This design comes from an exercise in tuning for small area, a short achievable clock period and few clock cycles per item on the open sky130 flow, not from production work. In this exercise RTL edits were held to simulation tests only and were not proved equivalent to the original. No activity file was given, so power comes from the tool's default toggle rates.

Setup of build 26:
==> flow/design.v (excerpt) <==
module emu_cpu (
    input  wire        clk,
    input  wire        rst,
    input  wire        tick,
    input  wire        warm,
    output reg         busy,
    output reg         done,
    output reg         mem_re,
    output reg         mem_we,
    output wire [15:0] mem_addr,
    output wire [7:0]  mem_wdata,
    input  wire [7:0]  mem_rdata,
    output wire [15:0] pc,
    output reg  [7:0]  a,
    output wire [7:0]  p,
    output reg         halted,
    output wire [31:0] total_cycles
);
clock: 5.0 ns
lec_check: 0
abc_area: 1
cap_margin: 20
core_margin: 2
core_utilization: 40
place_density: 0.6
setup_slack_margin: 2.95
slew_margin: 20
standard.sh (not shown) runs the stock make flow with config.mk's settings and CLKGATE_MAP_FILE= SYNTH_SCRIPT=/design/flow/synth_recipe.tcl, a recipe that flattens the netlist after the stock synthesis.
==> flow/flow/run.sh <==
#!/bin/bash
# Standard layout, with every port buffered by sky130_fd_sc_hd__buf_1.
set -euo pipefail
bash standard.sh BUFFER_PORTS_ARGS="-buffer_cell sky130_fd_sc_hd__buf_1" finish > standard.log 2>&1
Build 26 | stages: all done | timing, DRC, antenna: all pass
Testbench counts of build 26, summed over its fixed seeds: cycles 128,529, ticks 80.
Input-level comparison between build 52 and build 26:
Settings: swapping 2.95 for 3.0 in SETUP_SLACK_MARGIN.
==> comparison <==
Compared build 52 vs build 26, and sequential power share is up in build 52. Comparing build 52 against build 26, there is no change at all in number of buffers added by the clock tree synthesis step. When the final numbers for build 26 and build 52 were put side by side, the non-clock buffer share of cell area turned out to be greater in build 52. Summary of build 52 over build 26: post-layout instance count excluding filler cells was more or less identical; part of the Yosys area used for sequential elements was more or less identical.
Setup changes, build 52 to build 31
Settings: PLACE_DENSITY: 0.6 -> 0.75; SETUP_SLACK_MARGIN: 3.0 -> 2.9; CORE_UTILIZATION: 40 -> 60.
Notes after the runs:
- Comparing build 52 and build 31, the lower non-clock inverter total of the final layout was measured on build 52.
- Instance area at placement in build 31 is 71 um2 below build 52.
- NOTE: part of the total power dissipated in the clock network in build 31 falls short of that of build 52
--- input diff build 31..build 62 ---
Settings: changing PLACE_DENSITY from 0.75 to 0.6; changing SETUP_SLACK_MARGIN from 2.9 to 3.1; changing CORE_UTILIZATION from 60 to 40.
[summary]
Build 62 and build 31 all finish clean.
Clock period minus worst slack: higher on build 31
Build 62 — length in cells of the worst reg-to-reg path 5 higher, build 31 as reference
Compared build 62 vs build 31, and ratio of cells with drive above 1 in the final layout is up in build 62.
Of build 62 and build 31, the higher global-route wire length before repair belongs to build 62.
Compared with build 31, build 62 shows overall power of the completed layout that has gone up by more than 10%.
Relative to build 31, the routed wire length measured on build 62 has increased by a few percent.
Number of placed instances, taps included (build 31 / build 62): 0.947
Compared to build 31, build 62 has final clock period utilization by the worst path 3.1 points lower.
Compared with build 31, build 62 has extra setup slack.
Re starting density of the core: build 62 and build 31 aren't equal, and the lower value belongs to build 62.
#### Input delta (build 77 over build 62)
Settings: SETUP_SLACK_MARGIN now 3.0, was 3.1.
==> flow/flow/run.sh <==
#!/bin/bash
# Standard layout, except: every port is buffered by sky130_fd_sc_hd__buf_1;
# synthesis maps adders as plain logic (no Kogge-Stone carry map, no full- or
# half-adder extraction); and ABC's area script (used with ABC_AREA 1) is
# replaced by flow/abc_area.script. Registers are mapped exactly as in the
# standard synthesis (only the combinational mapping differs).
set -euo pipefail
W=$PWD
rm -rf "$W/scripts_mod"
cp -r "$FLOW_HOME/scripts" "$W/scripts_mod"
cp "$W/flow/abc_area.script" "$W/scripts_mod/abc_area.script"
bash standard.sh SCRIPTS_DIR="$W/scripts_mod" ADDER_MAP_FILE= SYNTH_OPERATIONS_ARGS=-nordff \
    BUFFER_PORTS_ARGS="-buffer_cell sky130_fd_sc_hd__buf_1" finish > standard.log 2>&1
==> flow/flow/abc_area.script (new file) <==
strash
&get -n
&fraig -x
&put
scorr
dc2
dretime
strash
&get -n
&dch -f
&nf -D 800
&put
buffer -p
upsize -D 800
dnsize -D 800
stime -p
Results
- Build 77 against build 62: portion of the post-synthesis area used by sequential elements rose 4.7 points; fraction of standard cell area in multi-input logic went up 0.69 points; number of non-filler instances in the completed layout -200; sequential share of layout area now sits higher.
- Build 62 has a higher clock-buffer cell count than build 77.
- Compared with build 62, in build 77 total number of placement rows fell 4.7%; area occupied by multi-input gates fell 9.6%; die footprint fell 9.5%; wire length fell about 9%.
- Hold slack: build 77 vs build 62 up 0.016 ns
- As far as residual overflow from global routing goes, build 62 and build 77 are indistinguishable; the numbers are identical.
Changes in build 6 relative to build 77:
Settings: GPL_TIMING_DRIVEN newly set to 1.
==> flow/flow/run.sh <==
#!/bin/bash
# Standard layout, with every port buffered by sky130_fd_sc_hd__buf_1.
set -euo pipefail
bash standard.sh BUFFER_PORTS_ARGS="-buffer_cell sky130_fd_sc_hd__buf_1" finish > standard.log 2>&1
removed: flow/flow/abc_area.script
--- outcome ---
- Re first-pass GRT wire length: build 77 was lower than build 6.
- Number of multi-input combinational cells (higher): build 6
- Build 6 went all the way through synthesis, placement and routing and the layout is clean on timing, DRC and antenna.
- Build 77 → build 6: setup slack increased 0.50 ns; area of combinational cells with multiple inputs climbed 150 um2; design area rose by about 2.8%; routed wire length picked up an extra 6.3%.

* * *

== yarrow ==
The RTL this note starts from:
==> flow/design.v <==
module emu_cpu (
    input  wire        clk,
    input  wire        rst,
    input  wire        tick,
    input  wire        warm,
    output reg         busy,
    output reg         done,
    output reg         mem_re,
    output reg         mem_we,
    output wire [15:0] mem_addr,
    output wire [7:0]  mem_wdata,
    input  wire [7:0]  mem_rdata,
    output wire [15:0] pc,
    output reg  [7:0]  a,
    output wire [7:0]  p,
    output reg         halted,
    output wire [31:0] total_cycles
);
    localparam [15:0] BOOT_PC      = 16'h8000;
    localparam [15:0] RESET_VECTOR = 16'hFFFC;
    localparam [1:0] E_OP  = 2'd0,
                     E_IMM = 2'd1,
                     E_LO  = 2'd2,
                     E_HI  = 2'd3;
    reg [15:0] f;
    reg [7:0]  hi;
    reg [7:0]  lo;
    reg        run;         
    reg        fin;         
    reg [1:0]  e;
    reg        is_jmp;      
    reg        is_sta;      
    reg        wflag;       
    reg        arr_q;       
    reg        ea_q;        
    reg        data_q;      
    reg        match_q;     
    reg [2:0]  pend;        
    reg [11:0] frame;       
    reg [7:0]  tlo;         
    reg [23:0] thi;         
    reg        tc_q;        
    reg        zf, nf;
    assign mem_addr     = f;
    assign pc           = f;
    assign p            = {nf, 5'b00000, zf, 1'b0};
    assign mem_wdata    = a;
    assign total_cycles = {thi, tlo};
    wire arr     = arr_q & ~match_q;
    wire arr_op  = arr & (e == E_OP);
    wire arr_imm = arr & (e == E_IMM);
    wire arr_lo  = arr & (e == E_LO);
    wire arr_hi  = arr & (e == E_HI);
    wire exh     = halted | frame[11] | (pend[1] & (&frame[10:1]));
    wire stop    = arr_op & exh;
    wire exec    = arr_op & ~exh;
    wire jmp_hi  = arr_hi & is_jmp;
    wire ea_hi   = arr_hi & ~is_jmp;
    wire stream  = run & ~ea_q & ~stop & ~jmp_hi;
    wire [7:0] d = mem_rdata;
    wire op_imm  = (d == 8'hA9);
    wire op_lda  = (d == 8'hAD);
    wire op_sta  = (d == 8'h8D);
    wire op_jmp  = (d == 8'h4C);
    wire op_nop  = (d == 8'hEA);
    wire op_brk  = (d == 8'h00);
    reg [2:0] cost;
    always @(*) begin
        cost = 3'd0;
        if (op_imm | op_nop) cost = 3'd2;
        if (op_lda | op_sta) cost = 3'd4;
        if (op_jmp)          cost = 3'd3;
        if (op_brk)          cost = 3'd7;
    end
    wire [8:0] tlo_nx = {1'b0, tlo} + {6'd0, pend};
    wire [15:0] inc = (ea_q ? {hi, lo} : f) + {15'd0, ~(ea_q & match_q)};
    wire end_op  = run & (stop | (jmp_hi & wflag));
    always @(posedge clk) begin
        if (rst) begin
            run          <= 1'b0;
            fin          <= 1'b0;
            busy         <= 1'b0;
            done         <= 1'b0;
            mem_we       <= 1'b0;
            f            <= BOOT_PC;
            a            <= 8'h00;
            zf           <= 1'b0;
            nf           <= 1'b0;
            halted       <= 1'b0;
            tlo          <= 8'd0;
            thi          <= 24'd0;
            tc_q         <= 1'b0;
            arr_q        <= 1'b0;
            ea_q         <= 1'b0;
            data_q       <= 1'b0;
            pend         <= 3'd0;
        end else begin
            done         <= 1'b0;
            fin          <= 1'b0;
            frame        <= frame + {9'd0, pend};
            tlo          <= tlo_nx[7:0];
            tc_q         <= tlo_nx[8];
            thi          <= thi + {23'd0, tc_q};
            pend         <= exec ? cost : 3'd0;
            arr_q        <= stream & ~end_op;
            ea_q         <= run & ea_hi;
            mem_we       <= run & ea_hi & is_sta;
            mem_re       <= ~(run & ea_hi & is_sta);
            data_q       <= ea_q & ~is_sta;
            match_q      <= ea_hi & is_sta & ({d, lo} == f);
            hi           <= f[15:8];
            lo           <= arr_lo ? d : f[7:0];
            if (run) begin
                if (stop)
                    f <= {hi, lo};
                else if (arr_hi)
                    f <= {d, lo};
                else
                    f <= inc;
            end
            if (arr_imm | data_q) begin
                a  <= d;
                zf <= (d == 8'h00);
                nf <= d[7];
            end
            if (exec) begin
                if (op_imm)
                    e <= E_IMM;
                if (op_lda | op_sta | op_jmp)
                    e <= E_LO;
                is_jmp <= op_jmp;
                is_sta <= op_sta;
                if (op_brk)
                    halted <= 1'b1;
            end
            if (arr_imm)
                e <= E_OP;
            if (arr_lo)
                e <= E_HI;
            if (arr_hi)
                e <= E_OP;
            if (!busy) begin
                if (tick) begin
                    frame  <= 12'd684;
                    e      <= E_OP;
                    wflag  <= 1'b0;
                    busy   <= 1'b1;
                    if (halted)
                        fin <= 1'b1;
                    else
                        run <= 1'b1;
                end else if (warm) begin
                    f      <= RESET_VECTOR;
                    e      <= E_LO;
                    is_jmp <= 1'b1;
                    wflag  <= 1'b1;
                    busy   <= 1'b1;
                    run    <= 1'b1;
                end
            end
            if (end_op) begin
                run <= 1'b0;
                fin <= 1'b1;
            end
            if (fin) begin
                busy <= 1'b0;
                done <= 1'b1;
            end
        end
    end
endmodule
export LEC_CHECK = 0
export ABC_AREA = 1
export CAP_MARGIN = 20
export CORE_MARGIN = 2
export CORE_UTILIZATION = 40
export CTS_BUF_LIST = sky130_fd_sc_hd__clkbuf_8
export PLACE_DENSITY = 0.6
export SETUP_SLACK_MARGIN = 3.0
export SLEW_MARGIN = 20
create_clock -name core_clock -period 5.0 [get_ports {clk}]
==> flow/flow/run.sh <==
#!/bin/bash
# Standard layout, with every port buffered by sky130_fd_sc_hd__buf_1.
set -euo pipefail
bash standard.sh BUFFER_PORTS_ARGS="-buffer_cell sky130_fd_sc_hd__buf_1" finish > standard.log 2>&1
Testbench counts of yarrow, summed over its fixed seeds: cycles 128,529, ticks 80.
Input-level comparison between cedar and yarrow:
- clearing CTS_BUF_LIST, which used to be sky130_fd_sc_hd__clkbuf_8
- swapping 3.0 for 2.9 in SETUP_SLACK_MARGIN
==> flow/flow/run.sh <==
#!/bin/bash
# Standard layout, except: every port is buffered by sky130_fd_sc_hd__buf_1,
# and synthesis maps adders as plain logic (no Kogge-Stone carry map, no
# full- or half-adder extraction). Registers are mapped exactly as in the
# standard synthesis; only the combinational mapping differs.
set -euo pipefail
bash standard.sh ADDER_MAP_FILE= SYNTH_OPERATIONS_ARGS=-nordff \
    BUFFER_PORTS_ARGS="-buffer_cell sky130_fd_sc_hd__buf_1" finish > standard.log 2>&1
==> comparison <==
- Share of power burned in the clock network on cedar is up relative to yarrow.
- Compared with yarrow, cedar shows a lower design area.
- First-iteration DRC count is lower on cedar
- Adder and majority gate portion of the synthesized area, cedar and yarrow: smaller value in cedar
- Between cedar and yarrow, the detailed-route wire length per cell is lower for yarrow.
- Relative to yarrow, the count of mapped cells out of synthesis of cedar is lower by 11.

[separate check: timing with driven ports]
The results above use ideal ports. As a check the final layouts listed here were re-extracted and re-timed, cells and wires unchanged.
Step 1 sets driving cells, clkbuf_16 on the clock port and buf_2 on the other inputs (assumed; they add their load-dependent delay and slew).
Step 2 times the ports against the registers' clock, not the clock port: input delays grow and output delays shrink by t, the midpoint of the rising clock arrivals with the driver on.
Slacks: ideal ports / drivers / drivers and shift; pairs: ideal ports / drivers.
| run | t (ns) | setup slack, ns | worst register clock-pin slew, ns |
|---|---|---|---|
| build 26 | 0.394 | 2.968 / 2.940 / 2.593 | 0.08 / 0.08 |
| build 52 | 0.389 | 3.032 / 2.993 / 2.709 | 0.07 / 0.07 |
| build 31 | 0.394 | 2.942 / 2.915 / 2.556 | 0.11 / 0.11 |
| build 62 | 0.392 | 3.098 / 3.078 / 2.799 | 0.07 / 0.07 |
| build 77 | 0.380 | 2.529 / 2.529 / 2.253 | 0.08 / 0.08 |
| build 6 | 0.389 | 3.032 / 2.993 / 2.709 | 0.07 / 0.07 |
| yarrow | 0.414 | 3.028 / 2.994 / 2.689 | 0.11 / 0.11 |
| cedar | 0.383 | 2.963 / 2.925 / 2.610 | 0.07 / 0.07 |
After both steps every run listed still meets setup and hold. For build 31, which loses most, drivers alone change the setup slack by -0.027 ns; drivers and shift together by -0.386 ns.
